This is an optimization exercise on Yosys and OpenROAD, whose aim is small area, a short achievable clock period and few clock cycles, not a production implementation.
The RTL was checked by simulation tests, not by an equivalence proof against the original design.
Power is estimated from default activity; no workload was simulated.

Design live_timer, start of the top module:
module live_timer #(
    parameter integer NT = 16
) (
    input  wire        clk,
    input  wire        rst,             
    input  wire        cmd_valid,
    input  wire [1:0]  cmd_op,          
    input  wire [3:0]  cmd_slot,
    input  wire [6:0]  cmd_node,
    input  wire [7:0]  cmd_fidx,
    input  wire [31:0] cmd_tmo,
    output wire        cmd_ready,
    output wire        idle,
    output reg         alert_valid,
    output reg  [3:0]  alert_slot,
    output reg  [6:0]  alert_node,
    output reg  [7:0]  alert_fidx,
    output reg         rd_valid,
    output reg  [31:0] rd_rem
);
    localparam [1:0] OP_CONFIG = 2'd0,
                     OP_KICK   = 2'd1,
                     OP_TICK   = 2'd2,
                     OP_READ   = 2'd3;
    reg  [NT-1:0]     slot_act;
    reg  [NT-1:0]     slot_big;
    reg  [6:0]        slot_node [0:NT-1];
    reg  [7:0]        slot_fidx [0:NT-1];
    reg  [30:0]       slot_tmo  [0:NT-1];
    reg  [31:0]       slot_rem  [0:NT-1];
    reg  [NT-1:0]     slot_low;
    reg  [NT-1:0]     slot_tlow;
    reg  [NT-1:0]     pend;           
    reg               ready_q;
    reg               idle_q;
    assign cmd_ready = ready_q;
    assign idle      = idle_q;
    integer i;
    reg  [NT-1:0] c_sel;              
    reg         c_cfg, c_tick, c_read;
    reg  [NT-1:0] c_kk;
    reg  [6:0]  c_node;
    reg  [7:0]  c_fidx;
    reg         c_neg;                
    reg         c_act, c_big, c_low;
  ...
For scale: ~5,600 cells after synthesis, roughly 1,400 flip-flops, roughly 110 I/O pins, about 61,000 µm² of cells after synthesis.
Settings: LEC_CHECK=0, CAP_MARGIN=20, CORE_MARGIN=2, CORE_UTILIZATION=60, CTS_CLUSTER_DIAMETER=70, CTS_CLUSTER_SIZE=30, SLEW_MARGIN=60, TNS_END_PERCENT=100; clock period 10.0 ns.
standard.sh (not shown) runs the stock make flow with config.mk's settings and CLKGATE_MAP_FILE= SYNTH_SCRIPT=/design/flow/synth_recipe.tcl, a recipe that flattens the netlist after the stock synthesis.
==> flow/flow/run.sh <==
#!/bin/bash
# Standard layout (the standard.sh: the standard synthesis and ORFS
# flow). The SDC, clock period and I/O constraints are the design's own;
# only how hard the resizer works differs: a tighter setup-repair target,
# cell resizing not limited to the same footprint, and plain buffers
# (instead of delay cells) on the ports.
set -euo pipefail
bash standard.sh SETUP_SLACK_MARGIN=6.9 MATCH_CELL_FOOTPRINT=0 \
    "BUFFER_PORTS_ARGS=-buffer_cell sky130_fd_sc_hd__buf_4" \
    finish > standard_flow.log 2>&1
The starting point completed with no timing, DRC or antenna violations.
Testbench counts at the start, summed over its fixed seeds: cycles 24,044.
Then changed:
==> flow/flow/run.sh (replaced) <==
#!/bin/bash
# Standard layout (the standard.sh: the standard synthesis and ORFS
# flow). The SDC, clock period and I/O constraints are the design's own;
# only how hard the resizer works differs: a tighter setup-repair target
# and cell resizing not limited to the same footprint.
set -euo pipefail
bash standard.sh SETUP_SLACK_MARGIN=7.0 MATCH_CELL_FOOTPRINT=0 finish > standard_flow.log 2>&1
--- a/flow/config.mk
+++ b/flow/config.mk
@@ -10,5 +10,5 @@
 export CORE_UTILIZATION = 60
-export CTS_CLUSTER_DIAMETER = 70
-export CTS_CLUSTER_SIZE = 30
-export SLEW_MARGIN = 60
+export CTS_CLUSTER_DIAMETER = 60
+export CTS_CLUSTER_SIZE = 25
+export SLEW_MARGIN = 20
 export TNS_END_PERCENT = 100
Result: The changed run finished clean; sequential power hardly moves; global-route usage goes up by 2.7 points; total power goes up by 10%; cell area goes up by 4.7%; non-clock buffer count goes up by 122; clock power goes up by 28%; setup slack got worse by 0.011 ns; via count goes up by 4.3%; count of clock-buffer cells in the layout goes up by 47; synthesized area stays the same; final cell count goes up by 3.0%.
Then changed:
==> flow/flow/run.sh (replaced) <==
#!/bin/bash
# Standard layout (the standard.sh: the standard synthesis and ORFS
# flow). The SDC, clock period and I/O constraints are the design's own;
# only how hard the resizer works differs: a tighter setup-repair target,
# cell resizing not limited to the same footprint, and plain buffers
# (instead of delay cells) on the ports.
set -euo pipefail
bash standard.sh SETUP_SLACK_MARGIN=6.9 MATCH_CELL_FOOTPRINT=0 \
    "BUFFER_PORTS_ARGS=-buffer_cell sky130_fd_sc_hd__buf_4" \
    finish > standard_flow.log 2>&1
--- a/flow/config.mk
+++ b/flow/config.mk
@@ -9,6 +9,6 @@
 export CORE_MARGIN = 2
-export CORE_UTILIZATION = 60
-export CTS_CLUSTER_DIAMETER = 60
-export CTS_CLUSTER_SIZE = 25
-export SLEW_MARGIN = 20
+export CORE_UTILIZATION = 65
+export CTS_CLUSTER_DIAMETER = 70
+export CTS_CLUSTER_SIZE = 30
+export SLEW_MARGIN = 60
 export TNS_END_PERCENT = 100
Result: Via count increases by about 0.65%. Utilization went up by 3.0 points. Worst setup slack degrades by 0.012 ns. Global-route usage increases by 2.4 points. Cell count is lower by about 4%.
Then changed:
--- a/flow/flow/run.sh
+++ b/flow/flow/run.sh
@@ -7,3 +7,3 @@
 set -euo pipefail
-bash standard.sh SETUP_SLACK_MARGIN=6.9 MATCH_CELL_FOOTPRINT=0 \
+bash standard.sh SETUP_SLACK_MARGIN=7.0 MATCH_CELL_FOOTPRINT=0 \
     "BUFFER_PORTS_ARGS=-buffer_cell sky130_fd_sc_hd__buf_4" \
--- a/flow/config.mk
+++ b/flow/config.mk
@@ -9,3 +9,3 @@
 export CORE_MARGIN = 2
-export CORE_UTILIZATION = 65
+export CORE_UTILIZATION = 60
 export CTS_CLUSTER_DIAMETER = 70
=> The changed run produced a clean layout; wire length is lower by 1.7%; flip-flop and latch count does not change; sequential power is about the same; core utilization came out lower by 5.2 points; non-clock buffer count went up by 2.
Then changed:
--- a/flow/flow/run.sh
+++ b/flow/flow/run.sh
@@ -7,3 +7,3 @@
 set -euo pipefail
-bash standard.sh SETUP_SLACK_MARGIN=7.0 MATCH_CELL_FOOTPRINT=0 \
+bash standard.sh SETUP_SLACK_MARGIN=7.05 MATCH_CELL_FOOTPRINT=0 \
     "BUFFER_PORTS_ARGS=-buffer_cell sky130_fd_sc_hd__buf_4" \
--- a/flow/config.mk
+++ b/flow/config.mk
@@ -10,4 +10,4 @@
 export CORE_UTILIZATION = 60
-export CTS_CLUSTER_DIAMETER = 70
-export CTS_CLUSTER_SIZE = 30
+export CTS_CLUSTER_DIAMETER = 60
+export CTS_CLUSTER_SIZE = 25
 export SLEW_MARGIN = 60
Outcome: The changed run produced a clean layout. Non-clock buffer count goes down by 9. Synthesized cell count stays the same. Via count goes up by 0.51%. Sequential power stays flat. Clock power goes up by about 27%. Hold slack gets better by 0.0056 ns. Routed wire length is about the same. First-iteration DRC count goes down by about 2%. Total power goes up by about 9%.

[port drivers added, routing unchanged]
How much do the figures lean on ideal ports? The routed layouts below were timed once more, with nothing changed but the port constraints.
Step 1 (the two cells are an assumption about what drives the block):
set clk [get_ports {clk}]
set_driving_cell -lib_cell sky130_fd_sc_hd__clkbuf_16 $clk
set_driving_cell -lib_cell sky130_fd_sc_hd__buf_2 [delete_from_list [all_inputs] $clk]
Step 2, shift: input delay + t, output delay - t, t = (earliest + latest rising clock arrival at the registers) / 2. This alone moves slack from input paths to output paths.
Three values: ideal, step 1, step 2; two values: the first two.
| run | t (ns) | slack for setup (ns) | latest minus earliest clock arrival (ns) | pins driven straight from the clock port |
|---|---|---|---|---|
| the first run | 0.792 | 6.825 / 6.746 / 6.128 | 0.036 / 0.036 | 1 |
| the second run | 0.815 | 6.814 / 6.735 / 6.170 | 0.031 / 0.031 | 1 |
| the third run | 0.774 | 6.802 / 6.722 / 6.164 | 0.039 / 0.040 | 1 |
| the fourth run | 0.796 | 6.782 / 6.703 / 6.209 | 0.056 / 0.057 | 1 |
| the fifth run | 0.827 | 6.738 / 6.658 / 6.199 | 0.052 / 0.052 | 1 |
After both steps setup and hold are still met in every run listed. For the first run, which loses most, drivers alone change the setup slack by -0.079 ns; drivers and shift together by -0.697 ns.
